Source: an optimization exercise on an open RTL-to-GDS flow (aim: small area, a short achievable clock period and few clock cycles). Production flows keep margins and buffers that such runs may drop.
RTL that was checked went through simulation tests only; none was proved equivalent to the original.
Function not checked in run 6: the RTL went through the layout flow alone.
Power figures rest on the tool's default switching activity, not on a simulated workload.

`flow/run.sh`:
```
#!/bin/bash
# synth_recipe.tcl (not shown) runs the flow's synth.tcl, then flattens the netlist and writes it again
# the make line also repeats each setting of config.mk as NAME=value (left out here)
make -C /OpenROAD-flow-scripts/flow DESIGN_CONFIG=/design/flow/config.mk WORK_HOME=/design/flow/orfs CLKGATE_MAP_FILE= SYNTH_SCRIPT=/design/flow/synth_recipe.tcl finish
```
`flow/config.mk`:
```
export PLATFORM = sky130hd
export DESIGN_NAME = etc
export DESIGN_NICKNAME = etc
export VERILOG_FILES = /design/flow/design.v
export SDC_FILE = /design/flow/constraint.sdc
export NUM_CORES = 4
export LEC_CHECK = 0
export ABC_CLOCK_PERIOD_IN_PS = 4000
export CAP_MARGIN = 20
export CORE_MARGIN = 2
export CORE_UTILIZATION = 50
export SETUP_SLACK_MARGIN = 5
export SLEW_MARGIN = 20
```
`flow/constraint.sdc`:
```
create_clock -name core_clock -period 10.0 [get_ports {clk}]
set_input_delay 2.0000 -clock core_clock [delete_from_list [all_inputs] [get_ports {clk}]]
set_output_delay 2.0000 -clock core_clock [all_outputs]
set_load 0.01 [all_outputs]
```
`flow/design.v`:
```
module etc (
  input  wire       clk,
  input  wire       rst,
  input  wire       we,
  input  wire       re,
  input  wire [7:0] addr,
  input  wire [7:0] wdata,
  output reg  [7:0] rdata,
  output wire       busy
);
  localparam [7:0] OP_NOP     = 8'h00;
  localparam [7:0] OP_TOBITS  = 8'h01;
  localparam [7:0] OP_TOINDEX = 8'h02;
  localparam [7:0] OP_PACK    = 8'h10;
  localparam [7:0] OP_UNPACK  = 8'h11;
  localparam [7:0] OP_SWAPTW  = 8'h20;
  localparam [7:0] OP_SWAPWT  = 8'h21;
  localparam [7:0] OP_FMT     = 8'h30;
  localparam [7:0] OP_PARSE   = 8'h31;
  localparam [7:0] OP_ENCODE  = 8'h40;
  localparam [7:0] OP_DECODEB = 8'h41;
  localparam [7:0] OP_DECODE  = 8'h42;
  localparam [2:0] R_OK      = 3'd0;
  localparam [2:0] R_MALLEN  = 3'd1;
  localparam [2:0] R_BADHEX  = 3'd2;
  localparam [2:0] R_ILLEGAL = 3'd4;
  localparam [2:0] S_IDLE = 3'd0;
  localparam [2:0] S_SCAN = 3'd1;   
  localparam [2:0] S_WT   = 3'd2;   
  localparam [2:0] S_UNP  = 3'd3;   
  localparam [2:0] S_TW   = 3'd4;   
  localparam [2:0] S_FMT  = 3'd5;   
  reg [127:0]  grid_q;     
  reg [127:0]  tile_q;
  reg [127:0]  wire_q;
  reg [1023:0] txt_q;
  reg [7:0]    txtlen_q;
  reg [1:0]    pixidx_q;
  reg [1:0]    pixbits_q;
  reg [2:0]    result_q;
  reg [2:0]    st_q;
  reg          busy_q;
  reg          dec_q;      
  reg          txt_ok_q;   
  reg [7:0]    p_q;
  reg          pv_q;
  reg          rp_q;
  reg          sc_q;       
  reg [7:0]    pc_q;
  reg [4:0]    ntok_q;     
  reg          intok_q;
  reg [1:0]    toklen_q;   
  reg          bad_q;
  reg [127:0]  stage_q;    
  assign busy = busy_q;
  function [1:0] to_bits(input [1:0] idx);
    case (idx)
      2'd0: to_bits = 2'b11;
      2'd1: to_bits = 2'b01;
      2'd2: to_bits = 2'b00;
      default: to_bits = 2'b10;
    endcase
  endfunction
  function [1:0] to_index(input [1:0] hl);
    case (hl)
      2'b11: to_index = 2'd0;
      2'b01: to_index = 2'd1;
      2'b00: to_index = 2'd2;
      default: to_index = 2'd3;
    endcase
  endfunction
  function is_ws(input [7:0] c);
    is_ws = (c == 8'h20) || (c >= 8'h09 && c <= 8'h0D);
  endfunction
  function is_hex(input [7:0] c);
    is_hex = (c >= 8'h30 && c <= 8'h39) || (c >= 8'h41 && c <= 8'h46) ||
             (c >= 8'h61 && c <= 8'h66);
  endfunction
  function [3:0] hex_val(input [7:0] c);
    case ({c[6], c[3:0]})
      5'h10: hex_val = 4'h9;
      5'h11: hex_val = 4'hA;
      5'h12: hex_val = 4'hB;
      5'h13: hex_val = 4'hC;
      5'h14: hex_val = 4'hD;
      5'h15: hex_val = 4'hE;
      5'h16: hex_val = 4'hF;
      5'h17: hex_val = 4'h0;
      5'h18: hex_val = 4'h1;
      5'h19: hex_val = 4'h2;
      5'h1A: hex_val = 4'h3;
      5'h1B: hex_val = 4'h4;
      5'h1C: hex_val = 4'h5;
      5'h1D: hex_val = 4'h6;
      5'h1E: hex_val = 4'h7;
      5'h1F: hex_val = 4'h8;
      default: hex_val = c[3:0];
    endcase
  endfunction
  function [7:0] hex_digit(input [3:0] n);
    case (n)
      4'hA: hex_digit = 8'h41;
      4'hB: hex_digit = 8'h42;
      4'hC: hex_digit = 8'h43;
      4'hD: hex_digit = 8'h44;
      4'hE: hex_digit = 8'h45;
      4'hF: hex_digit = 8'h46;
      default: hex_digit = {4'h3, n};
    endcase
  endfunction
  reg [127:0] pack_grid;     
  reg [127:0] unpack_tile;   
  integer r, x;
  always @* begin
    for (r = 0; r < 8; r = r + 1)
      for (x = 0; x < 8; x = x + 1) begin
        pack_grid[16*r + 7 - x]       = grid_q[2*(8*r + x)];
        pack_grid[16*r + 8 + 7 - x]   = grid_q[2*(8*r + x) + 1];
        unpack_tile[2*(8*r + x)]      = tile_q[16*r + 7 - x];
        unpack_tile[2*(8*r + x) + 1]  = tile_q[16*r + 8 + 7 - x];
      end
  end
  reg [375:0] fmt_txt;
  integer fk;
  always @* begin
    fmt_txt = 376'd0;
    for (fk = 0; fk < 16; fk = fk + 1) begin
      fmt_txt[8*(3*fk) +: 8]     = hex_digit(wire_q[8*fk + 4 +: 4]);
      fmt_txt[8*(3*fk + 1) +: 8] = hex_digit(wire_q[8*fk +: 4]);
      if (fk < 15)
        fmt_txt[8*(3*fk + 2) +: 8] = 8'h20;
    end
  end
  reg [127:0] stage_bytes;
  integer sk;
  always @* begin
    for (sk = 0; sk < 16; sk = sk + 1)
      stage_bytes[8*sk +: 8] = stage_q[8*(15 - sk) +: 8];
  end
  wire [7:0] rsel = busy_q ? {1'b1, p_q[6:0]} : addr;
  reg [7:0] rd_mux;
  always @* begin
    rd_mux = 8'd0;
    case (rsel[7:6])
      2'b00: rd_mux = {6'd0, to_index(grid_q[2*rsel[5:0] +: 2])};
      2'b01: begin
        if (rsel[5:4] == 2'b00)
          rd_mux = tile_q[8*rsel[3:0] +: 8];
        else if (rsel[5:4] == 2'b01)
          rd_mux = wire_q[8*rsel[3:0] +: 8];
        else if (rsel[5:0] == 6'h21)
          rd_mux = {5'd0, result_q};
        else if (rsel[5:0] == 6'h22)
          rd_mux = txtlen_q;
        else if (rsel[5:0] == 6'h23)
          rd_mux = {6'd0, pixidx_q};
        else if (rsel[5:0] == 6'h24)
          rd_mux = {6'd0, pixbits_q};
      end
      default: rd_mux = txt_q[8*rsel[6:0] +: 8];
    endcase
  end
  always @(posedge clk)
    rdata <= rd_mux;
  wire       hw      = we && !busy_q;
  wire       txt_wr  = hw && addr[7];
  wire       cmd_wr  = hw && (addr == 8'h60);
  wire [7:0] wj      = {1'b0, addr[6:0]};
  wire [7:0] ch       = sc_q ? rdata : pc_q;
  wire [4:0] b_ntok   = rp_q ? 5'd0 : ntok_q;
  wire       b_intok  = rp_q ? 1'b0 : intok_q;
  wire [1:0] b_toklen = rp_q ? 2'd0 : toklen_q;
  wire       b_bad    = rp_q ? 1'b0 : bad_q;
  wire       c_ws     = is_ws(ch);
  wire       c_hex    = is_hex(ch);
  reg [4:0]  n_ntok;
  reg        n_intok;
  reg [1:0]  n_toklen;
  reg        n_bad;
  reg        n_shift;
  always @* begin
    n_ntok   = b_ntok;
    n_intok  = b_intok;
    n_toklen = b_toklen;
    n_bad    = b_bad;
    n_shift  = 1'b0;
    if (pv_q) begin
      if (c_ws) begin
        if (b_intok && b_toklen != 2'd2)
          n_bad = 1'b1;
        n_intok = 1'b0;
      end else begin
        if (!c_hex)
          n_bad = 1'b1;
        if (!b_intok) begin
          n_intok  = 1'b1;
          n_toklen = 2'd1;
          if (b_ntok != 5'd17)
            n_ntok = b_ntok + 5'd1;
          n_shift = 1'b1;
        end else begin
          if (b_toklen != 2'd3)
            n_toklen = b_toklen + 2'd1;
          if (b_toklen == 2'd1)
            n_shift = 1'b1;
        end
      end
    end
  end
  wire       settled   = !pv_q && !rp_q;
  wire       fin_bad   = bad_q | (intok_q & (toklen_q != 2'd2));
  wire       parse_ok  = (ntok_q == 5'd16) && !fin_bad;
  wire [2:0] parse_res = (ntok_q != 5'd16) ? R_MALLEN :
                         fin_bad           ? R_BADHEX : R_OK;
  wire       ready     = settled && (p_q == txtlen_q);
  wire op_parse  = (wdata == OP_PARSE) || (wdata == OP_DECODE);
  wire c_parse   = cmd_wr && op_parse;
  wire s_scan    = (st_q == S_SCAN);
  wire fin_now   = (c_parse && !txt_ok_q && ready) || (s_scan && ready);
  wire do_stage  = fin_now && parse_ok;
  wire do_pack   = cmd_wr && (wdata == OP_PACK || wdata == OP_ENCODE);
  wire do_unp    = (cmd_wr && wdata == OP_UNPACK) || st_q == S_UNP;
  wire do_wt     = (cmd_wr && (wdata == OP_SWAPWT || wdata == OP_DECODEB ||
                               (wdata == OP_DECODE && txt_ok_q))) || st_q == S_WT;
  wire do_tw     = (cmd_wr && wdata == OP_SWAPTW) || st_q == S_TW;
  wire do_fmt    = (cmd_wr && wdata == OP_FMT) || st_q == S_FMT;
  wire scan_clr  = c_parse && !txt_ok_q && (p_q > txtlen_q);
  wire scan_go   = (s_scan && p_q < txtlen_q);
  reg [2:0] st_d;
  always @* begin
    st_d = st_q;
    case (st_q)
      S_IDLE: begin
        if (cmd_wr) begin
          case (wdata)
            OP_ENCODE:  st_d = S_TW;
            OP_DECODEB: st_d = S_UNP;
            OP_PARSE, OP_DECODE: begin
              if (txt_ok_q)
                st_d = wdata[1] ? S_UNP : S_IDLE;
              else if (!ready)
                st_d = S_SCAN;
              else if (parse_ok && wdata[1])
                st_d = S_WT;
            end
            default: ;
          endcase
        end
      end
      S_SCAN: if (ready) st_d = (parse_ok && dec_q) ? S_WT : S_IDLE;
      S_WT:   st_d = S_UNP;
      S_TW:   st_d = S_FMT;
      default: st_d = S_IDLE;
    endcase
  end
  integer i;
  always @(posedge clk) begin
    for (i = 0; i < 64; i = i + 1) begin
      if (hw && addr == i)
        grid_q[2*i +: 2] <= to_bits(wdata[1:0]);
      else if (do_unp)
        grid_q[2*i +: 2] <= unpack_tile[2*i +: 2];
    end
    for (i = 0; i < 16; i = i + 1) begin
      if (hw && addr == 8'h40 + i)
        tile_q[8*i +: 8] <= wdata;
      else if (do_pack)
        tile_q[8*i +: 8] <= pack_grid[8*i +: 8];
      else if (do_wt)
        tile_q[8*i +: 8] <= wire_q[8*(i ^ 1) +: 8];
    end
    for (i = 0; i < 16; i = i + 1) begin
      if (hw && addr == 8'h50 + i)
        wire_q[8*i +: 8] <= wdata;
      else if (do_tw)
        wire_q[8*i +: 8] <= tile_q[8*(i ^ 1) +: 8];
      else if (do_stage)
        wire_q[8*i +: 8] <= stage_bytes[8*i +: 8];
    end
    for (i = 0; i < 128; i = i + 1) begin
      if (hw && addr == 8'h80 + i)
        txt_q[8*i +: 8] <= wdata;
      else if (do_fmt && i < 47)
        txt_q[8*i +: 8] <= fmt_txt[8*i +: 8];
    end
    if (n_shift)
      stage_q <= {stage_q[123:0], hex_val(ch)};
    if (hw && addr == 8'h63)
      pixidx_q <= wdata[1:0];
    else if (cmd_wr && wdata == OP_TOINDEX)
      pixidx_q <= to_index(pixbits_q);
    if (hw && addr == 8'h64)
      pixbits_q <= wdata[1:0];
    else if (cmd_wr && wdata == OP_TOBITS)
      pixbits_q <= to_bits(pixidx_q);
    if (cmd_wr)
      dec_q <= wdata[1];
    pc_q <= wdata;
  end
  always @(posedge clk) begin
    if (rst) begin
      st_q     <= S_IDLE;
      busy_q   <= 1'b0;
      result_q <= R_OK;
      txtlen_q <= 8'd0;
      txt_ok_q <= 1'b0;
      p_q      <= 8'd0;
      pv_q     <= 1'b0;
      rp_q     <= 1'b1;
      sc_q     <= 1'b0;
      ntok_q   <= 5'd0;
      intok_q  <= 1'b0;
      toklen_q <= 2'd0;
      bad_q    <= 1'b0;
    end else begin
      st_q   <= st_d;
      busy_q <= (st_d != S_IDLE);
      ntok_q   <= n_ntok;
      intok_q  <= n_intok;
      toklen_q <= n_toklen;
      bad_q    <= n_bad;
      sc_q <= 1'b0;
      if (do_fmt || scan_clr) begin
        p_q  <= 8'd0;
        pv_q <= 1'b0;
        rp_q <= 1'b1;
      end else if (scan_go) begin
        p_q  <= p_q + 8'd1;
        pv_q <= 1'b1;
        rp_q <= 1'b0;
        sc_q <= 1'b1;
      end else if (txt_wr && wj < p_q) begin
        p_q  <= (wj == 8'd0) ? 8'd1 : 8'd0;
        pv_q <= (wj == 8'd0);
        rp_q <= 1'b1;
      end else if (txt_wr && wj == p_q) begin
        p_q  <= p_q + 8'd1;
        pv_q <= 1'b1;
        rp_q <= 1'b0;
      end else begin
        pv_q <= 1'b0;
        rp_q <= 1'b0;
      end
      if (hw && addr == 8'h62)
        txtlen_q <= (wdata > 8'd128) ? 8'd128 : wdata;
      else if (do_fmt)
        txtlen_q <= 8'd47;
      if (do_fmt || do_stage)
        txt_ok_q <= 1'b1;
      else if ((hw && (addr[7] || addr[7:4] == 4'h5 || addr == 8'h62)) || do_tw)
        txt_ok_q <= 1'b0;
      if (cmd_wr) begin
        case (wdata)
          OP_NOP, OP_TOBITS, OP_TOINDEX, OP_PACK, OP_UNPACK, OP_SWAPTW,
          OP_SWAPWT, OP_FMT, OP_ENCODE, OP_DECODEB:
            result_q <= R_OK;
          OP_PARSE, OP_DECODE:
            result_q <= (txt_ok_q || !ready) ? R_OK : parse_res;
          default:
            result_q <= R_ILLEGAL;
        endcase
      end else if (s_scan && ready)
        result_q <= parse_res;
    end
  end
endmodule
```
==> results.toml, run 1 <==
[setup_path]
critical_path.max_fanout = 78
timing.rr.end = "rdata[1]"
crit_type = "in -> reg"
arrival_ps = 5900
reg2reg_depth = 10
critPathLaunchType = "primary input"
worstPathRequired_ps = 10660
rr_startpoint = "busy_q"
worstSetupEndpointType = "register"
r2r_setup_slack_ps = 5200

[yosys]
synth_common_cells = "edfxtp_1, nand2_1, o21ai_0"
yosys-top-cells-area = "edfxtp_1, mux4_2, mux2i_1, nand2_1, o21ai_0"
synth_warnings = 82
yosys_register_bits = 1593
async_reset_ff_frac = 0
synth.distinct_cells = 81
synth_ff_type = "edfxtp_1"
syn_area_per_cell_sq_um = 12.8
synth_edf_count = 1541
yosysMostFrequentCell = "edfxtp_1"
synth-seq-area-share = 0.639
synth_top_cell_by_area = "edfxtp_1"
mappedNetlistArea_sq_um = 74000
synth_top_area_frac = 0.625
syn_inst = 5778

[worst_hold_path]
min_to = "stage_q[83]"
hold_class = "reg -> reg"
min-delay-start = "stage_q[79]"
hold_path_depth = 0

[die]
io_pins = 29
design.core.area_sq_um = 147000
rows = 141
initial_core_util = 0.502
design.die.area_sq_um = 151000
die_h_um = 389
die_w_um = 389

[placement]
numPortBuffers = 27
routabilityCongestion = 0.995
pre_cts_ws_ps = 3030
place_hpwl_um = 173000

[global_routing]
grt_use_total = 0.355
grt_start_max_net_pins = 113
grt_pass1_wl_um = 379000
grt_pass1_vias = 49800
antenna_found_initial = 8
grt_overflow = 0

[route]
vias = 53100
wire_per_inst_um = 34.8
wl_um = 271000
first_pass_iters = 6
drt_iter0_drc = 7898
avgViaCountPerCell = 6.81
ant_nets = 0
post-route-drc-count = 0

[timing]
fin_skew_ps = 31.8
period_minus_slack_ps = 5240
fin_ws_ps = 4760
tns_ps = 0
max-slew-margin-rel = 0.225
maxSlewViolCount = 0
fmax_ghz = 0.191
setup_viol = 0
period_share = 0.524
worstMarginPinSlew_ps = 1160
hold_viol = 0
rsz0062_at_grt = "yes"

[cells_and_area]
multi_input_area_sq_um = 25200
seqCellArea_sq_um = 47300
area_growth_pct = 11.6
final_util = 0.560
drive_above_1_share = 0.127
nets = 5765
fillCellCount = 12100

[cts]
numClockSinks = 1593
htreeDepth = 4
cts_made_buffers = 169
clk_path_buf_depth = 3
clk_pin_slew_ps = 60
insertion_delay_ps = 830
hold_buffers = 0
cts_tree = "yes"
cts_root_buf = "clkbuf_16"

[pwr]
worst_ir_drop_vdd_v = 0.000131
power_density_nw_per_um2 = 177
p_leak_nw = 27.3

[flow_run]
cap_viol_max_count = 0

[outcome]
status = "timing/DRC/antenna clean"
power breakdown:
part	internal [W]	total [W]	switching, W
Clock	0.00359	0.00637	0.00278
Combinational	0.000269	0.000980	0.000712
Sequential	0.00727	0.00729	0.0000194
cell usage in the layout (no fill, tap or decap), types with 37 or more instances in the layout:
cell          n
nand2_1     793
a22oi_1      57
clkbuf_16   170
buf_4       142
a221oi_1    116
nand3_1      80
o21a_1       38
dfxtp_1      51
nor3_1       87
mux2i_1     366
nor2_1      403
nand2b_1     88
a31oi_1      62
edfxtp_1   1541
mux4_2      171
o21ai_0     548
clkinv_2     37
xnor2_1      39
a21oi_1     265
and3_1       43
o221ai_1     38
how the worst max path moves through the flow:
stage / cells after the start / endpoint / start / slack, ps
2_1_floorplan: 12 / wire_q[0] / wdata[1] / 4980
3_3_place_gp: 9 / tile_q[36] / addr[1] / 3100
3_5_place_dp: 9 / tile_q[36] / addr[1] / 3030
4_1_cts: 2 / busy / busy_q / 4850
5_1_grt: 11 / rdata[1] / addr[1] / 4870
6_report: 11 / rdata[1] / addr[1] / 4760
logic make-up (layout without fill, tap and decap cells):
| family | count (synthesis) | after routing | share of synthesized area |
|---|---|---|---|
| compound gates | 1425 | 1427 | 0.119 |
| xor+xnor | 41 | 41 | 0.00485 |
| fa+ha+maj | 25 | 25 | 0.00423 |
| buf+inv | 467 | 542 | 0.0285 |
| flops | 1593 | 1593 | 0.639 |
| mux | 564 | 569 | 0.106 |
| other cells | 0 | 3 | 0 |
| simple gates | 1663 | 1665 | 0.0975 |
through the flow:
stage               cell area [sq um]  total power (W)  cells  hold WS [ps]
finish                          82500           0.0146   7795           439
floorplan                       74000          0.00789   5778           426
CTS                             82300           0.0146   7783           441
detailed placement              76100          0.00833   7444           435
global route                    82500           0.0149   7794           455
global placement                76100          0.00833   7443           431
registers in the layout (all words and copies together), names as in the netlist, 2 cells and up:
register   flops
txt_q       1024
grid_q       128
result_q       3
ntok_q         5
rdata          8
pixidx_q       2
toklen_q       2
stage_q      128
pc_q           8
wire_q       128
pixbits_q      2
tile_q       128
txtlen_q       8
st_q           3
p_q            8
what timing repair did:
action | CTS | global route
gates resized for setup | 68 | 49
setup buffers | 13 | 8
endpoints found under the setup margin | 924 | 272
gates cloned | 13 | 1
pin swaps | 2 | 3
per-layer routing:
layer / part of all wire / GRT usage / wire [um] / vias up
met5: 0 / 0 / 0 / -
met1: 0.38 / 0.486 / 103000 / 26600
met2: 0.44 / 0.528 / 120000 / 3666
met3: 0.12 / 0.0814 / 31600 / 703
met4: 0.063 / 0.191 / 17200 / 0
li1: - / - / - / 22100
worst max-delay path: stages:
cell and delay (ps):
clkdlybuf4s50_1 420, buf_6 200, and3b_2 370, or2_4 340, buf_16 230, a222oi_1 380, nand2_1 170, a311oi_1 520
o22ai_1 270, nor3_2 520, o31ai_2 260
area by class of cell:
cell class                 count  area share
tap                         1930      0.0293
clock inverter               107      0.0137
multi-input combinational   3727       0.306
antenna                        3   0.0000909
inverter                      36     0.00167
timing repair buffer         193      0.0227
sequential                  1593       0.573
clock buffer                 206      0.0535
Testbench counts, summed over its fixed seeds: cycles 32,080.
==> run 2: changes to the inputs <==
==> flow/flow/run.sh (new file) <==
#!/bin/bash
# Standard ORFS layout, with port buffers that drive well and a timing
# repair that aims for a shorter period than the constraint asks for.
set -euo pipefail
bash standard.sh SETUP_SLACK_MARGIN=6.5 \
  "BUFFER_PORTS_ARGS=-buffer_cell sky130_fd_sc_hd__buf_4" \
  finish > make_finish.log 2>&1
==> flow/standard.sh (new file) <==
#!/bin/bash
# synth_recipe.tcl (not shown) runs the flow's synth.tcl, then flattens the netlist and writes it again
# the make line also repeats each setting of config.mk as NAME=value (left out here)
make -C /OpenROAD-flow-scripts/flow DESIGN_CONFIG=/design/flow/config.mk WORK_HOME=/design/flow/orfs CLKGATE_MAP_FILE= SYNTH_SCRIPT=/design/flow/synth_recipe.tcl "${@:-finish}"
--- a/flow/config.mk
+++ b/flow/config.mk
@@ -10,4 +10,3 @@
 export CORE_MARGIN = 2
-export CORE_UTILIZATION = 50
-export SETUP_SLACK_MARGIN = 5
+export CORE_UTILIZATION = 55
 export SLEW_MARGIN = 20
removed: flow/run.sh
==> run 2 against run 1 <==
  * Routed wire length is 6.5% higher
  * Fmax increased by 27%
  * Clock skew shrank 5.9 ps
  * Die area decreased by 9.0%
  * Non-clock buffer count rose by 162
  * Power hardly changed
  * Cell count about the same
  * Sequential cell count unchanged
  * First-iteration DRC count up 12%
  * Critical path type unchanged
  * Highest routed layer is now met5
==> results.toml, run 2 <==
[route]
post-route-drc-count = 0
vias = 55000
avgViaCountPerCell = 7.05
wl_um = 289000
ant_nets = 0
first_pass_iters = 6
wire_per_inst_um = 37.0
drt_iter0_drc = 8816

[setup_path]
worstPathRequired_ps = 10680
cp.buffers_inverters = 4
cp_top_family = "compound AO/OA/AOI/OAI gates"
crit_chain = "buf_16 > mux2_8 > buf_12 > buf_12 > buf_16 > mux2_2 > a222oi_1 > o21ai_1 > nand2_1 > a311oi_4 > a2111oi_2 > o32ai_2"
timing.rr.end = "rdata[3]"
crit_type = "in -> reg"
reg2reg_depth = 9
worstSetupEndpointType = "register"
startpoint = "addr[0]"
rr_startpoint = "p_q[1]"
critPathLaunchType = "primary input"
arrival_ps = 4820
critical_path.max_fanout = 11
slowest_stage = "a2111oi_2"
r2r_setup_slack_ps = 6100
slowest_delay_ps = 480

[cells_and_area]
mostFrequentLayoutCells = "edfxtp_1, nand2_1, o21ai_0"
area_growth_pct = 19.1
seqCellArea_sq_um = 47300
regMostFlops = "txt_q"
final_util = 0.661
fillCellCount = 9786
multi_input_area_sq_um = 27800
drive_above_1_share = 0.206
final_common_cell = "edfxtp_1"
largest_reg_flops = 1024
nets = 5930
final-instance-count-excl-fill = 7793

[worst_hold_path]
min-delay-start = "stage_q[92]"
min_to = "stage_q[96]"
hold_class = "reg -> reg"
hold_path_depth = 0

[placement]
place_inst = 7260
routabilityCongestion = 1.00
place_hpwl_um = 171000
numPortBuffers = 27

[die]
die_h_um = 371
initial_core_util = 0.554
die_w_um = 371
design.core.area_sq_um = 133000
design.die.area_sq_um = 137000
rows = 134
io_pins = 29

[cts]
clk_pin_slew_ps = 60
hold_buffers = 0
insertion_delay_ps = 830
clk_path_buf_depth = 3
numClockSinks = 1593
cts_root_buf = "clkbuf_16"
htreeDepth = 4
cts_tree = "yes"
cts_made_buffers = 168

[pwr]
p_int_w = 0.0111
combPwrFrac = 0.079
power_density_nw_per_um2 = 166
switching_share = 0.240
p_sw_w = 0.00351
p_seq_frac = 0.498
worst_ir_drop_vdd_v = 0.000188
p_total_w = 0.0146
p_leak_nw = 29.4
p_clk_frac = 0.423

[yosys]
async_reset_ff_frac = 0
synth-seq-area-share = 0.639
yosysMostFrequentCell = "edfxtp_1"
synth_ff_type = "edfxtp_1"
mappedNetlistArea_sq_um = 74000
synth_top_cell_by_area = "edfxtp_1"
synth_top_area_frac = 0.625
synth.distinct_cells = 81
synth_warnings = 82
yosys_register_bits = 1593
synth_common_cells = "edfxtp_1, nand2_1, o21ai_0"
syn_inst = 5778
synth_edf_count = 1541
yosys-top-cells-area = "edfxtp_1, mux4_2, mux2i_1, nand2_1, o21ai_0"
syn_area_per_cell_sq_um = 12.8

[timing]
maxSlewViolCount = 0
period_share = 0.414
rsz0062_at_grt = "yes"
tns_ps = 0
worstMarginPinSlew_ps = 1100
setup_viol = 0
hold_viol = 0
fmax_ghz = 0.242
period_minus_slack_ps = 4140
fin_skew_ps = 25.9
max-slew-margin-rel = 0.266

[global_routing]
antenna_found_initial = 11
use_met3 = 0.104
top_usage_layer = "met2"
grt_start_max_net_pins = 74
grt_use_total = 0.409
use_met1 = 0.561
grt_overflow = 0
grt_pass1_wl_um = 391000
grt_pass1_vias = 50800
gr-usage-met2 = 0.601

[flow_run]
cap_viol_max_count = 0

[outcome]
status = "timing/DRC/antenna clean"
==> run 2: timing repair <==
action,4_1_cts,5_1_grt
pin swaps,67,60
resized for setup,481,269
setup buffers,102,44
cloned,50,27
endpoints found under the setup margin,2072,1286
==> run 2: layout make-up <==
| class | count | area share |
|---|---|---|
| timing repair inverter | 2 | 0.000369 |
| timing repair buffer | 355 | 0.0598 |
| tap | 1768 | 0.0251 |
| clock inverter | 97 | 0.0104 |
| multi-input combinational | 3729 | 0.315 |
| clock buffer | 205 | 0.0499 |
| inverter | 36 | 0.00193 |
| sequential | 1593 | 0.537 |
| antenna | 8 | 0.000227 |
==> run 2: power groups by stage <==
stage	Sequential (W)	Combinational (W)	Clock, W
after floorplan	0.00742	0.000484	0
after CTS	0.00729	0.00108	0.00618
final	0.00729	0.00115	0.00619
after global placement	0.00743	0.000886	0
after global routing	0.00729	0.00115	0.00644
after detailed placement	0.00743	0.000890	0
==> run 2: logic make-up (layout without fill, tap and decap cells) <==
group	Yosys count	count (layout)	share of synthesized area
other	0	8	0
AOI/OAI and AO/OA	1425	1426	0.119
xor gates and xnor gates	41	41	0.00485
adders and majority gates	25	25	0.00423
muxes	564	569	0.106
and+or+nand+nor	1663	1668	0.0975
buffers and inverters	467	695	0.0285
DFF	1593	1593	0.639
==> run 2: metal layers <==
layer  part of all wire  vias up
met5           0.000045        -
met3               0.13      854
met1               0.37    27400
li1                   -    22500
met2               0.44     4229
met4              0.067        2
==> run 2: how the worst max path moves through the flow <==
stage                     cells after the start    endpoint  slack (ps)
after floorplan                               6  stage_q[0]        5060
after global placement                       10    rdata[3]        3580
after detailed placement                     10    rdata[5]        3550
after CTS                                    10    rdata[3]        5940
after global routing                         12    rdata[3]        5890
final                                        12    rdata[3]        5860
==> run 2: through the flow <==
stage | area [sq um] | hold slack [ps] | setup slack (ps)
6_report | 88200 | 448 | 5860
5_1_grt | 88100 | 462 | 5890
4_1_cts | 86100 | 449 | 5940
3_5_place_dp | 76500 | 435 | 3550
3_3_place_gp | 76500 | 432 | 3580
2_1_floorplan | 75400 | 426 | 5060
==> run 3: changes to the inputs <==
--- a/flow/design.v
+++ b/flow/design.v
@@ -139,27 +139,35 @@
   end
-  wire [7:0] rsel = busy_q ? {1'b1, p_q[6:0]} : addr;
-  reg [7:0] rd_mux;
+  wire [6:0] tsel = busy_q ? p_q[6:0] : addr[6:0];
+  wire       tsel_on = busy_q || addr[7];
+  reg [7:0] rd_oth;
   always @* begin
-    rd_mux = 8'd0;
-    case (rsel[7:6])
-      2'b00: rd_mux = {6'd0, to_index(grid_q[2*rsel[5:0] +: 2])};
+    rd_oth = 8'd0;
+    case (addr[7:6])
+      2'b00: rd_oth = {6'd0, to_index(grid_q[2*addr[5:0] +: 2])};
       2'b01: begin
-        if (rsel[5:4] == 2'b00)
-          rd_mux = tile_q[8*rsel[3:0] +: 8];
-        else if (rsel[5:4] == 2'b01)
-          rd_mux = wire_q[8*rsel[3:0] +: 8];
-        else if (rsel[5:0] == 6'h21)
-          rd_mux = {5'd0, result_q};
-        else if (rsel[5:0] == 6'h22)
-          rd_mux = txtlen_q;
-        else if (rsel[5:0] == 6'h23)
-          rd_mux = {6'd0, pixidx_q};
-        else if (rsel[5:0] == 6'h24)
-          rd_mux = {6'd0, pixbits_q};
+        if (addr[5:4] == 2'b00)
+          rd_oth = tile_q[8*addr[3:0] +: 8];
+        else if (addr[5:4] == 2'b01)
+          rd_oth = wire_q[8*addr[3:0] +: 8];
+        else if (addr[5:0] == 6'h21)
+          rd_oth = {5'd0, result_q};
+        else if (addr[5:0] == 6'h22)
+          rd_oth = txtlen_q;
+        else if (addr[5:0] == 6'h23)
+          rd_oth = {6'd0, pixidx_q};
+        else if (addr[5:0] == 6'h24)
+          rd_oth = {6'd0, pixbits_q};
       end
-      default: rd_mux = txt_q[8*rsel[6:0] +: 8];
+      default: ;
     endcase
   end
-  always @(posedge clk)
-    rdata <= rd_mux;
+  wire [7:0] rd_txt = tsel_on ? txt_q[8*tsel +: 8] : 8'd0;
+  reg [7:0] rd_txt_q;    
+  reg [7:0] rd_oth_q;    
+  always @(posedge clk) begin
+    rd_txt_q <= rd_txt;
+    rd_oth_q <= rd_oth;
+  end
+  always @*
+    rdata = rd_txt_q | rd_oth_q;
   wire       hw      = we && !busy_q;
@@ -168,3 +176,3 @@
   wire [7:0] wj      = {1'b0, addr[6:0]};
-  wire [7:0] ch       = sc_q ? rdata : pc_q;
+  wire [7:0] ch       = sc_q ? rd_txt_q : pc_q;
   wire [4:0] b_ntok   = rp_q ? 5'd0 : ntok_q;
--- a/flow/config.mk
+++ b/flow/config.mk
@@ -12 +12,2 @@
 export SLEW_MARGIN = 20
+export TNS_END_PERCENT = 5
==> run 3 against run 2 <==
  * Sequential share of layout area is 1.0 points higher
  * Non-clock buffer count shrank 81
  * Worst setup slack improved by 250 ps
  * Still clean on timing, DRC and antenna
  * Largest power group unchanged
  * Via count grew 3.1%
  * Highest routed layer unchanged
  * Sequential cell count grew 8
  * First-iteration DRC count decreased by 0.19%
==> results.toml, run 3 <==
[yosys]
yosysMostFrequentCell = "edfxtp_1"
yosys-top-cells-area = "edfxtp_1, nand2_1, mux4_2, mux2i_1, o21ai_0"
synth-seq-area-share = 0.630
synth_common_cells = "edfxtp_1, nand2_1, o21ai_0"
async_reset_ff_frac = 0
synth.distinct_cells = 78
synth_ff_type = "edfxtp_1"
syn_area_per_cell_sq_um = 11.8
synth_warnings = 82
mappedNetlistArea_sq_um = 75300
synth_top_area_frac = 0.614
synth_top_cell_by_area = "edfxtp_1"
synth_edf_count = 1541
syn_inst = 6358
yosys_register_bits = 1601

[die]
rows = 135
die_w_um = 374
initial_core_util = 0.555
design.die.area_sq_um = 140000
die_h_um = 374
io_pins = 29
design.core.area_sq_um = 136000

[route]
first_pass_iters = 10
drt_iter0_drc = 8799
post-route-drc-count = 0
vias = 56700
wl_um = 294000
wire_per_inst_um = 35.4
ant_nets = 0
avgViaCountPerCell = 6.84

[cells_and_area]
mostFrequentLayoutCells = "edfxtp_1, nand2_1, o21ai_0"
final-instance-count-excl-fill = 8289
nets = 6419
seqCellArea_sq_um = 47500
fillCellCount = 10400
largest_reg_flops = 1024
area_growth_pct = 15.2
multi_input_area_sq_um = 27900
final_common_cell = "edfxtp_1"
regMostFlops = "txt_q"
drive_above_1_share = 0.162

[timing]
setup_viol = 0
max-slew-margin-rel = 0.260
fmax_ghz = 0.257
period_minus_slack_ps = 3890
rsz0062_at_grt = "yes"
tns_ps = 0
fin_ws_ps = 6110
period_share = 0.389
fin_skew_ps = 25.0
hold_viol = 0
worstMarginPinSlew_ps = 1110
maxSlewViolCount = 0

[pwr]
power_density_nw_per_um2 = 166
p_leak_nw = 30.2
worst_ir_drop_vdd_v = 0.000160
p_total_w = 0.0144

[global_routing]
grt_pass1_wl_um = 404000
antenna_found_initial = 17
grt_pass1_vias = 52500
grt_overflow = 0
grt_start_max_net_pins = 129
grt_use_total = 0.413

[setup_path]
slowest_stage = "nor2_1"
worstSetupEndpointType = "register"
critical_path.max_fanout = 9
crit_top_cell = "nand2_1"
cp.depth = 6
cp.buffers_inverters = 2
slowest_delay_ps = 990
crit_type = "in -> reg"
worstPathRequired_ps = 10440
cp_top_family = "simple AND/OR/NAND/NOR gates"
crit_chain = "buf_16 > buf_4 > nand2_1 > nor2_2 > nand2_1 > nor2_1"
arrival_ps = 4320
critPathLaunchType = "primary input"
reg2reg_depth = 10

[placement]
numPortBuffers = 27
place_inst = 7846
place_hpwl_um = 174000
pre_cts_ws_ps = 3880
routabilityCongestion = 0.960

[cts]
insertion_delay_ps = 830
numClockSinks = 1601
cts_tree = "yes"
cts_made_buffers = 167
htreeDepth = 4
cts_root_buf = "clkbuf_16"
clk_pin_slew_ps = 60
clk_path_buf_depth = 3

[worst_hold_path]
hold_class = "reg -> reg"
hold_path_depth = 0

[outcome]
status = "timing/DRC/antenna clean"

[flow_run]
cap_viol_max_count = 0
==> run 3: kinds of logic after synthesis <==
group	Yosys count	synth area share
mux	470	0.0905
xor+xnor	40	0.00465
flops	1601	0.630
fa+ha+maj	25	0.00415
compound gates	1082	0.0865
simple gates	2680	0.155
buf+inv	460	0.0287
==> run 3: worst reg2reg max path: stages, from the launching register on <==
cell	delay, ps
dfxtp_2	460
buf_4	580
mux2i_4	450
buf_12	190
buf_4	290
nand2_2	240
a311oi_1	470
a31oi_1	90
a31oi_1	190
o21ai_0	250
a211oi_1	290
==> run 3: cell type report <==
| cell class | instances | area share |
|---|---|---|
| Sequential cell | 1601 | 0.547 |
| Inverter | 28 | 0.00160 |
| Antenna cell | 3 | 0.0000865 |
| Tap cell | 1781 | 0.0257 |
| Clock inverter | 92 | 0.00830 |
| Clock buffer | 208 | 0.0513 |
| Multi-Input combinational cell | 4302 | 0.321 |
| Timing Repair Buffer | 274 | 0.0447 |
==> run 3: metal layers <==
| metal | global-route usage | share of wire | routed length (um) | up-vias |
|---|---|---|---|---|
| met5 | 0 | 0.00027 | 78 | - |
| met1 | 0.539 | 0.35 | 104000 | 28000 |
| met2 | 0.615 | 0.44 | 129000 | 4027 |
| li1 | - | - | - | 23700 |
| met4 | 0.278 | 0.082 | 24100 | 12 |
| met3 | 0.103 | 0.13 | 36900 | 923 |
==> run 3: report_power, final <==
group	internal [W]	total [W]	switching [W]
clock network	0.00332	0.00605	0.00273
logic	0.000315	0.00105	0.000739
registers	0.00730	0.00732	0.0000247
total	0.0109	0.0144	0.00349
==> run 3: worst paths after layout <==
check	to	slack, ps	from
hold / removal	stage_q[75]	450	stage_q[71]
hold reg to reg	stage_q[75]	450	stage_q[71]
setup / recovery	txt_q[444]	6110	addr[0]
setup reg to reg	rd_txt_q[3]	6420	busy_q
==> run 3: repair_timing <==
action | in CTS | in global routing
setup endpoints to repair | 2139 | 1828
gates resized for setup | 400 | 105
gates cloned | 44 | 4
hold buffers | 0 | 0
setup buffers | 66 | 26
pin swaps | 29 | 7
==> run 3: through the flow <==
| stage | hold slack, ps | instance area (sq um) | util |
|---|---|---|---|
| after floorplan | 426 | 75700 | - |
| after global placement | 430 | 77300 | 0.570 |
| after detailed placement | 434 | 77300 | 0.570 |
| after CTS | 448 | 86000 | 0.634 |
| after global routing | 453 | 86800 | 0.640 |
| final | 453 | 86800 | 0.640 |
Testbench counts of run 3, summed over its fixed seeds: cycles 32,080.
==> run 4: changes to the inputs <==
--- a/flow/config.mk
+++ b/flow/config.mk
@@ -11,2 +11,4 @@
 export CORE_UTILIZATION = 55
+export CTS_CLUSTER_DIAMETER = 60
+export CTS_CLUSTER_SIZE = 20
 export SLEW_MARGIN = 20
==> run 4 against run 3 <==
  * Synthesized cell count unchanged
  * Clock-buffer cell count shrank 55
  * Still clean
  * Synthesized area did not move
  * Sequential share of layout area hardly changed
  * First-iteration DRC count is 1.4% lower
  * Largest power group unchanged
  * Routed wire length is 1.2% higher
  * Non-clock buffer count up 31
  * Combinational power grew 5%
  * Utilization hardly changed
  * Critical path depth increased by 1
  * Register-to-register slack improved by 120 ps
==> results.toml, run 4 <==
[outcome]
status = "timing/DRC/antenna clean"

[cts]
cts_tree = "yes"
cts_root_buf = "clkbuf_16"
hold_buffers = 0
clk_path_buf_depth = 3
insertion_delay_ps = 810
clk_pin_slew_ps = 70
numClockSinks = 1601
htreeDepth = 4
cts_made_buffers = 137

[timing]
fmax_ghz = 0.256
period_share = 0.391
maxSlewViolCount = 0
period_minus_slack_ps = 3910
setup_viol = 0
rsz0062_at_grt = "yes"
fin_hold_ws_ps = 442
hold_viol = 0
max-slew-margin-rel = 0.264
fin_skew_ps = 26.7
worstMarginPinSlew_ps = 1100
tns_ps = 0

[cells_and_area]
final_common_cell = "edfxtp_1"
drive_above_1_share = 0.168
final_util = 0.640
regMostFlops = "txt_q"
largest_reg_flops = 1024
nets = 6420
mostFrequentLayoutCells = "edfxtp_1, nand2_1, o21ai_0"
area_growth_pct = 15.2
fillCellCount = 10400

[worst_hold_path]
hold_class = "reg -> reg"
min-delay-start = "stage_q[118]"

[yosys]
yosys-top-cells-area = "edfxtp_1, nand2_1, mux4_2, mux2i_1, o21ai_0"
syn_area_per_cell_sq_um = 11.8
synth_common_cells = "edfxtp_1, nand2_1, o21ai_0"
synth_top_area_frac = 0.614
synth_top_cell_by_area = "edfxtp_1"
mappedNetlistArea_sq_um = 75300
yosysMostFrequentCell = "edfxtp_1"
syn_inst = 6358
synth_edf_count = 1541
async_reset_ff_frac = 0
synth.distinct_cells = 78
synth-seq-area-share = 0.630
synth_warnings = 82
synth_ff_type = "edfxtp_1"
yosys_register_bits = 1601

[setup_path]
crit_top_cell = "buf_16"
r2r_setup_slack_ps = 6540
worstSetupEndpointType = "register"
critPathLaunchType = "primary input"
cp.buffers_inverters = 2
startpoint = "addr[0]"
critical_path.max_fanout = 16
arrival_ps = 4440
slowest_stage = "nand2_1"
crit_chain = "buf_16 > buf_16 > nand2b_1 > nor2_1 > nand2_1 > nor2_2 > o21ai_0"
rr_startpoint = "busy_q"
slowest_delay_ps = 620
cp_top_family = "simple AND/OR/NAND/NOR gates"
worstPathRequired_ps = 10530
crit_type = "in -> reg"

[die]
io_pins = 29
rows = 135
die_w_um = 374
design.die.area_sq_um = 140000
design.core.area_sq_um = 136000
die_h_um = 374
initial_core_util = 0.555

[route]
drt_iter0_drc = 8680
wire_per_inst_um = 35.9
ant_nets = 0
vias = 56900
wl_um = 297000
avgViaCountPerCell = 6.88
first_pass_iters = 6
post-route-drc-count = 0

[placement]
numPortBuffers = 27
place_hpwl_um = 174000
routabilityCongestion = 0.960

[global_routing]
grt_pass1_vias = 52400
antenna_found_initial = 19
grt_pass1_wl_um = 407000
grt_use_total = 0.418
grt_overflow = 0
grt_start_max_net_pins = 129

[flow_run]
cap_viol_max_count = 0

[pwr]
p_total_w = 0.0141
power_density_nw_per_um2 = 163
worst_ir_drop_vdd_v = 0.000170
p_leak_nw = 30.2
[run 4: cells by family after synthesis]
group	synth area share
mux	0.0905
simple gates	0.155
buf+inv	0.0287
xor+xnor	0.00465
compound gates	0.0865
fa+ha+maj	0.00415
flops	0.630
[run 4: final timing paths]
check,end,cells after the start
max,txt_q[106],7
min reg2reg,stage_q[122],0
min,stage_q[122],0
max reg2reg,rd_txt_q[3],13
[run 4: repair_timing]
item	4_1_cts	5_1_grt
endpoints found under the setup margin	2162	1530
pin swaps	47	7
gates resized for setup	442	93
gates cloned	50	5
setup buffers	105	11
[run 4: metrics by stage]
stage	setup slack, ps	std cells	area, sq um
6_report	6090	8277	86800
2_1_floorplan	5850	6358	75700
4_1_cts	6140	8245	86200
5_1_grt	6220	8262	86800
3_5_place_dp	3880	7846	77300
3_3_place_gp	3850	7846	77300
[run 4: where the power goes]
group	internal, W	switching (W)
clock network	0.00302	0.00271
logic	0.000341	0.000761
registers	0.00729	0.0000254
[run 4: final cells by class]
class                      instances  area (sq um)  area share
antenna                           16          40.0    0.000461
clock buffer                     153          3580      0.0413
clock inverter                    91          1050      0.0121
inverter                          28           134     0.00154
multi-input combinational       4302         27900       0.321
sequential                      1601         47500       0.547
tap                             1781          2230      0.0257
timing repair buffer             305          4400      0.0507
[run 4: worst reg2reg max path, stage by stage (launching register included)]
cell	delay, ps
dfxtp_2	470
buf_6	430
mux2i_4	440
buf_12	180
buf_8	120
buf_16	170
buf_12	170
nand2_1	70
a31o_2	240
a31oi_1	140
o221ai_1	260
a21oi_1	350
nor3_1	120
a211oi_1	210
[run 4: metal layers]
layer	track usage	up-vias	wire (um)
li1	-	23700	-
met1	0.545	28200	105000
met2	0.614	4125	130000
met3	0.106	928	37600
met4	0.298	8	24700
met5	0	-	45
==> run 5: changes to the inputs <==
--- a/flow/config.mk
+++ b/flow/config.mk
@@ -10,5 +10,3 @@
 export CORE_MARGIN = 2
-export CORE_UTILIZATION = 55
-export CTS_CLUSTER_DIAMETER = 60
-export CTS_CLUSTER_SIZE = 20
+export CORE_UTILIZATION = 62
 export SLEW_MARGIN = 20
==> run 5 against run 4 <==
  * Critical path type unchanged
  * Clock power up 3%
  * Worst setup slack gained 140 ps
  * Worst hold slack gained 1.7 ps
  * Largest power group unchanged
==> results.toml, run 5 <==
[pwr]
p_leak_nw = 30.3
p_int_w = 0.0109
switching_share = 0.237
power_density_nw_per_um2 = 164
combPwrFrac = 0.074
p_clk_frac = 0.413
p_seq_frac = 0.513
p_sw_w = 0.00338
worst_ir_drop_vdd_v = 0.000183

[global_routing]
grt_pass1_wl_um = 386000
grt_pass1_vias = 52500
antenna_found_initial = 11
grt_overflow = 0
grt_use_total = 0.440
grt_start_max_net_pins = 129

[yosys]
synth_edf_count = 1541
mappedNetlistArea_sq_um = 75300
yosysMostFrequentCell = "edfxtp_1"
synth_top_cell_by_area = "edfxtp_1"
synth_common_cells = "edfxtp_1, nand2_1, o21ai_0"
syn_inst = 6358
synth.distinct_cells = 78
synth-seq-area-share = 0.630
yosys_register_bits = 1601
async_reset_ff_frac = 0
syn_area_per_cell_sq_um = 11.8
synth_warnings = 82
yosys-top-cells-area = "edfxtp_1, nand2_1, mux4_2, mux2i_1, o21ai_0"
synth_ff_type = "edfxtp_1"
synth_top_area_frac = 0.614

[placement]
numPortBuffers = 27
place_hpwl_um = 169000
place_inst = 7678
placed_area_sq_um = 77000
routabilityCongestion = 0.992

[route]
top_layer = "met5"
wl_met1_um = 96400
wl_um = 284000
route.met3.wl_um = 41000
vias = 57600
post-route-drc-count = 0
wire_per_inst_um = 34.9
wl_met2_um = 122000
first_pass_iters = 7
avgViaCountPerCell = 7.08
ant_nets = 0
drt_iter0_drc = 9543

[cts]
clk_pin_slew_ps = 70
insertion_delay_ps = 830
htreeDepth = 4
clk_path_buf_depth = 3
cts_tree = "yes"
hold_buffers = 0
cts_made_buffers = 164
numClockSinks = 1601
cts_root_buf = "clkbuf_16"

[timing]
setup_viol = 0
worstMarginPinSlew_ps = 1190
rsz0062_at_grt = "yes"
max-slew-margin-rel = 0.202
fmax_ghz = 0.265
maxSlewViolCount = 0
period_minus_slack_ps = 3770
hold_viol = 0
fin_skew_ps = 37.8
tns_ps = 0
period_share = 0.377

[setup_path]
r2r_setup_slack_ps = 6310
critPathLaunchType = "primary input"
arrival_ps = 4490
worstPathRequired_ps = 10720
rr_startpoint = "busy_q"
reg2reg_depth = 11
timing.rr.end = "rd_txt_q[3]"
crit_type = "in -> reg"
critical_path.max_fanout = 16
worstSetupEndpointType = "register"

[cells_and_area]
final-instance-count-excl-fill = 8143
mostFrequentLayoutCells = "edfxtp_1, nand2_1, o21ai_0"
drive_above_1_share = 0.167
final_common_cell = "edfxtp_1"
largest_reg_flops = 1024
regMostFlops = "txt_q"
postLayoutCellArea_sq_um = 86900
final_util = 0.723
area_growth_pct = 15.4
nets = 6443

[die]
io_pins = 29
die_w_um = 353
die_h_um = 353
initial_core_util = 0.626
rows = 127
design.die.area_sq_um = 124000
design.core.area_sq_um = 120000

[worst_hold_path]
hold_class = "reg -> reg"
min_to = "stage_q[79]"
min-delay-start = "stage_q[75]"
hold_path_depth = 0

[flow_run]
cap_viol_max_count = 0

[outcome]
status = "timing/DRC/antenna clean"
## run 5: cell counts after synthesis
No cell type changed its count.
## run 5: metal layers
| metal | track usage | vias up |
|---|---|---|
| met1 | 0.585 | 28100 |
| li1 | - | 23800 |
| met5 | 0.00846 | - |
| met4 | 0.304 | 8 |
| met3 | 0.113 | 948 |
| met2 | 0.637 | 4776 |
## run 5: worst max path at each step
stage	start	endpoint	cells past startpoint
after floorplan	wdata[0]	wire_q[0]	12
after global placement	addr[0]	rd_oth_q[6]	8
after detailed placement	addr[0]	rd_oth_q[6]	8
after CTS	rd_txt_q[3]	rdata[3]	2
after global routing	addr[4]	tile_q[105]	6
final	addr[1]	rd_txt_q[3]	9
## run 5: cell type report
cell class | instances | area, sq um
flip-flops and latches | 1601 | 47500
fillers | 8224 | 33400
multi-input cells | 4305 | 27900
clock buffers | 208 | 4400
repair buffers | 296 | 4280
well taps | 1612 | 2020
clock inverters | 87 | 622
inverters | 28 | 131
repair inverters | 2 | 20.0
diodes | 4 | 10.0
## run 5: worst max-delay path, cell delays in order
cell and delay (ps):
buf_16 170, mux2_8 440, buf_4 180, bufbuf_16 290, a311oi_1 410, a31oi_2 200
a21oi_4 370, nor3_1 110, a211oi_1 280
## run 5: metrics by stage
stage | setup slack [ps] | power, W | hold WS (ps)
5_1_grt | 6220 | 0.0145 | 461
3_3_place_gp | 3720 | 0.00826 | 430
6_report | 6230 | 0.0143 | 444
3_5_place_dp | 3700 | 0.00826 | 434
4_1_cts | 6310 | 0.0141 | 449
2_1_floorplan | 5850 | 0.00789 | 426
## run 5: cells by family (layout without fill, tap and decap cells)
kind of cell | after synthesis | after routing | synth area share
buf+inv | 460 | 621 | 0.0287
fa+ha+maj | 25 | 25 | 0.00415
flops | 1601 | 1601 | 0.630
mux | 470 | 476 | 0.0905
simple gates | 2680 | 2682 | 0.155
other cells | 0 | 4 | 0
xor+xnor | 40 | 40 | 0.00465
compound gates | 1082 | 1082 | 0.0865
## run 5: power groups by stage
stage          registers [W]  clock network [W]  logic (W)
2_1_floorplan        0.00745                  0   0.000443
3_3_place_gp         0.00746                  0   0.000792
3_5_place_dp         0.00746                  0   0.000797
4_1_cts              0.00732            0.00586   0.000936
5_1_grt              0.00731            0.00611    0.00106
6_report             0.00732            0.00589    0.00105
## run 5: repair_timing
item,in CTS,in global routing
gates cloned,34,26
setup endpoints to repair,2146,1643
pin swaps,26,32
setup buffers,56,49
gates resized for setup,435,132
==> run 6: changes to the inputs <==
--- a/flow/design.v
+++ b/flow/design.v
@@ -139,35 +139,27 @@
   end
-  wire [6:0] tsel = busy_q ? p_q[6:0] : addr[6:0];
-  wire       tsel_on = busy_q || addr[7];
-  reg [7:0] rd_oth;
-  always @* begin
-    rd_oth = 8'd0;
-    case (addr[7:6])
-      2'b00: rd_oth = {6'd0, to_index(grid_q[2*addr[5:0] +: 2])};
-      2'b01: begin
-        if (addr[5:4] == 2'b00)
-          rd_oth = tile_q[8*addr[3:0] +: 8];
-        else if (addr[5:4] == 2'b01)
-          rd_oth = wire_q[8*addr[3:0] +: 8];
-        else if (addr[5:0] == 6'h21)
-          rd_oth = {5'd0, result_q};
-        else if (addr[5:0] == 6'h22)
-          rd_oth = txtlen_q;
-        else if (addr[5:0] == 6'h23)
-          rd_oth = {6'd0, pixidx_q};
-        else if (addr[5:0] == 6'h24)
-          rd_oth = {6'd0, pixbits_q};
-      end
-      default: ;
-    endcase
-  end
-  wire [7:0] rd_txt = tsel_on ? txt_q[8*tsel +: 8] : 8'd0;
-  reg [7:0] rd_txt_q;    
-  reg [7:0] rd_oth_q;    
-  always @(posedge clk) begin
-    rd_txt_q <= rd_txt;
-    rd_oth_q <= rd_oth;
-  end
+  wire [127:0] sel_txt;
+  wire [63:0]  sel_grid;
+  wire [15:0]  sel_tile;
+  wire [15:0]  sel_wire;
+  wire [3:0]   sel_misc;
+  etc_rsel u_rsel (
+    .addr(addr), .busy(busy_q), .p(p_q[6:0]),
+    .sel_txt(sel_txt), .sel_grid(sel_grid), .sel_tile(sel_tile),
+    .sel_wire(sel_wire), .sel_misc(sel_misc)
+  );
+  reg [127:0] grid_idx;    
+  integer gi;
   always @*
-    rdata = rd_txt_q | rd_oth_q;
+    for (gi = 0; gi < 64; gi = gi + 1)
+      grid_idx[2*gi +: 2] = to_index(grid_q[2*gi +: 2]);
+  wire [7:0] rd_mux;
+  etc_rdor u_rdor (
+    .sel_txt(sel_txt), .sel_grid(sel_grid), .sel_tile(sel_tile),
+    .sel_wire(sel_wire), .sel_misc(sel_misc),
+    .txt(txt_q), .grid(grid_idx), .tile(tile_q), .wire_b(wire_q),
+    .misc({{6'd0, pixbits_q}, {6'd0, pixidx_q}, txtlen_q, {5'd0, result_q}}),
+    .rd(rd_mux)
+  );
+  always @(posedge clk)
+    rdata <= rd_mux;
   wire       hw      = we && !busy_q;
@@ -176,3 +168,3 @@
   wire [7:0] wj      = {1'b0, addr[6:0]};
-  wire [7:0] ch       = sc_q ? rd_txt_q : pc_q;
+  wire [7:0] ch       = sc_q ? rdata : pc_q;
   wire [4:0] b_ntok   = rp_q ? 5'd0 : ntok_q;
@@ -373,2 +365,59 @@
   end
+endmodule
+module etc_rsel (
+  input  wire [7:0]   addr,
+  input  wire         busy,
+  input  wire [6:0]   p,
+  output reg  [127:0] sel_txt,
+  output reg  [63:0]  sel_grid,
+  output reg  [15:0]  sel_tile,
+  output reg  [15:0]  sel_wire,
+  output reg  [3:0]   sel_misc    
+);
+  reg [15:0] trow;
+  reg [7:0]  tcol;
+  integer i;
+  always @* begin
+    for (i = 0; i < 16; i = i + 1)
+      trow[i] = busy ? (p[6:3] == i) : (addr[7] && addr[6:3] == i);
+    for (i = 0; i < 8; i = i + 1)
+      tcol[i] = busy ? (p[2:0] == i) : (addr[2:0] == i);
+    for (i = 0; i < 128; i = i + 1)
+      sel_txt[i] = trow[i / 8] & tcol[i % 8];
+    for (i = 0; i < 64; i = i + 1)
+      sel_grid[i] = !busy && addr == i;
+    for (i = 0; i < 16; i = i + 1) begin
+      sel_tile[i] = !busy && addr == 8'h40 + i;
+      sel_wire[i] = !busy && addr == 8'h50 + i;
+    end
+    for (i = 0; i < 4; i = i + 1)
+      sel_misc[i] = !busy && addr == 8'h61 + i;
+  end
+endmodule
+module etc_rdor (
+  input  wire [127:0]  sel_txt,
+  input  wire [63:0]   sel_grid,
+  input  wire [15:0]   sel_tile,
+  input  wire [15:0]   sel_wire,
+  input  wire [3:0]    sel_misc,
+  input  wire [1023:0] txt,
+  input  wire [127:0]  grid,
+  input  wire [127:0]  tile,
+  input  wire [127:0]  wire_b,
+  input  wire [31:0]   misc,
+  output reg  [7:0]    rd
+);
+  integer i;
+  always @* begin
+    rd = 8'd0;
+    for (i = 0; i < 128; i = i + 1)
+      rd = rd | ({8{sel_txt[i]}} & txt[8*i +: 8]);
+    for (i = 0; i < 64; i = i + 1)
+      rd = rd | {6'd0, {2{sel_grid[i]}} & grid[2*i +: 2]};
+    for (i = 0; i < 16; i = i + 1)
+      rd = rd | ({8{sel_tile[i]}} & tile[8*i +: 8]) |
+                ({8{sel_wire[i]}} & wire_b[8*i +: 8]);
+    for (i = 0; i < 4; i = i + 1)
+      rd = rd | ({8{sel_misc[i]}} & misc[8*i +: 8]);
+  end
 endmodule
--- a/flow/config.mk
+++ b/flow/config.mk
@@ -10,4 +10,5 @@
 export CORE_MARGIN = 2
-export CORE_UTILIZATION = 62
+export CORE_UTILIZATION = 55
 export SLEW_MARGIN = 20
-export TNS_END_PERCENT = 5
+export SYNTH_HIERARCHICAL = 1
+export SYNTH_MINIMUM_KEEP_SIZE = 0
==> run 6 against run 5 <==
  * The flow now stops in global routing
  * Synthesized cell count decreased by 3.7%
  * Synthesized area barely moved
==> results.toml, run 6 <==
[die]
die_w_um = 374
io_pins = 29
initial_core_util = 0.555
rows = 135
die_h_um = 374

[yosys]
async_reset_ff_frac = 0
synth_top_area_frac = 0.614
synth_common_cells = "edfxtp_1, nor2_1, nand2_1"
yosys_register_bits = 1593
synth_ff_type = "edfxtp_1"
synth-seq-area-share = 0.628
synth_warnings = 90
yosysMostFrequentCell = "edfxtp_1"
syn_area_per_cell_sq_um = 12.3
synth_top_cell_by_area = "edfxtp_1"
mappedNetlistArea_sq_um = 75300
synth.distinct_cells = 78
yosys-top-cells-area = "edfxtp_1, mux2i_1, nor2_1, o21ai_0, nand2_1"
syn_inst = 6120
synth_edf_count = 1541

[placement]
pre_cts_ws_ps = 3270
routabilityCongestion = 1.35
place_hpwl_um = 351000
numPortBuffers = 27

[cts]
clk_path_buf_depth = 3
cts_made_buffers = 170
numClockSinks = 1593
htreeDepth = 4
cts_root_buf = "clkbuf_16"

[outcome]
status = "stopped before the end"
stop_error = "[ERROR GRT-0232] Routing congestion too high. Check the congestion heatmap in the GUI."
stop_stage = "global routing"

[global_routing]
grt_overflow = 4
grt_start_max_net_pins = 107
grt_use_total = 0.754
-- run 6: how the worst max path moves through the flow --
stage | from | end | slack [ps] | cells past startpoint
2_1_floorplan | wdata[1] | wire_q[0] | 5880 | 12
3_3_place_gp | addr[5] | rdata[0] | 3220 | 10
3_5_place_dp | addr[5] | rdata[0] | 3270 | 10
4_1_cts | addr[5] | rdata[0] | 5800 | 10
-- run 6: per-layer routing --
metal  global-route usage  overflow
met1                0.774         0
met2                0.848         2
met3                0.660         0
met4                0.707         1
met5                0.518         1
-- run 6: cell families after synthesis --
group,count (synthesis),synth area share
AO/OA/AOI/OAI,1599,0.151
XOR/XNOR,46,0.00535
adder cells (fa/ha/maj),154,0.0255
buffers and inverters,590,0.0383
flip-flops,1593,0.628
multiplexers,270,0.0360
other,1,0.0000498
AND/OR/NAND/NOR,1867,0.116
-- run 6: what timing repair did --
action                      CTS
hold endpoints to repair      0
gates resized for setup     521
setup endpoints to repair  1745
pin swaps                   122
buffers inserted            179
hold buffers                  0
cloned                       22
-- run 6: power by group through the flow --
stage	combinational [W]	sequential (W)	clock (W)
after floorplan	0.000209	0.00744	0
after global placement	0.000500	0.00747	0
after detailed placement	0.000506	0.00747	0
after CTS	0.000582	0.00733	0.00626
-- run 6: metrics by stage --
stage | power [W] | cells | cell area, sq um | hold WS (ps)
2_1_floorplan | 0.00765 | 6136 | 78400 | 426
3_3_place_gp | 0.00797 | 7788 | 80300 | 430
3_5_place_dp | 0.00797 | 7792 | 80300 | 437
4_1_cts | 0.0142 | 8303 | 91200 | 450
-- run 6: Yosys stat by module, one instance, submodules excluded --
module	cells	flops+latches	cell area [sq um]
etc	4718	1593	65000
etc_rdor	1052	0	8500
etc_rsel	350	0	1780

## static timing again, ports no longer ideal
How much do the figures lean on ideal ports? The routed layouts below were timed once more, with nothing changed but the port constraints.
Step 1 assumes that a clkbuf_16 drives the clock port and a buf_2 every other input.
Step 2 adds t to the input delays and takes it off the output delays; t is the mean of the earliest and latest rising clock arrival at the registers after step 1. Input paths then give back, and output paths get back, about the clock's delay inside the block.
Slacks: ideal / step 1 / step 2; pairs: ideal / step 1.
run	shift t [ns]	slack for setup (ns)	hold slack, ns	latest minus earliest clock arrival (ns)	worst data-port slew with drivers (ns)
run 1	0.909	4.762 / 4.827 / 3.918	0.439 / 0.439 / 0.439	0.042 / 0.042	0.13
run 2	0.891	5.861 / 5.683 / 4.792	0.448 / 0.448 / 0.448	0.027 / 0.027	0.34
run 3	0.897	6.114 / 5.936 / 5.039	0.453 / 0.453 / 0.453	0.033 / 0.033	0.35
run 4	0.874	6.086 / 5.845 / 4.971	0.442 / 0.442 / 0.442	0.032 / 0.032	0.35
run 5	0.886	6.231 / 6.064 / 5.178	0.444 / 0.444 / 0.444	0.039 / 0.038	0.30
After both steps setup and hold are still met in every run listed. The setup slack of run 4, which loses most, moves by -0.241 ns with the drivers and by -1.115 ns with both steps.
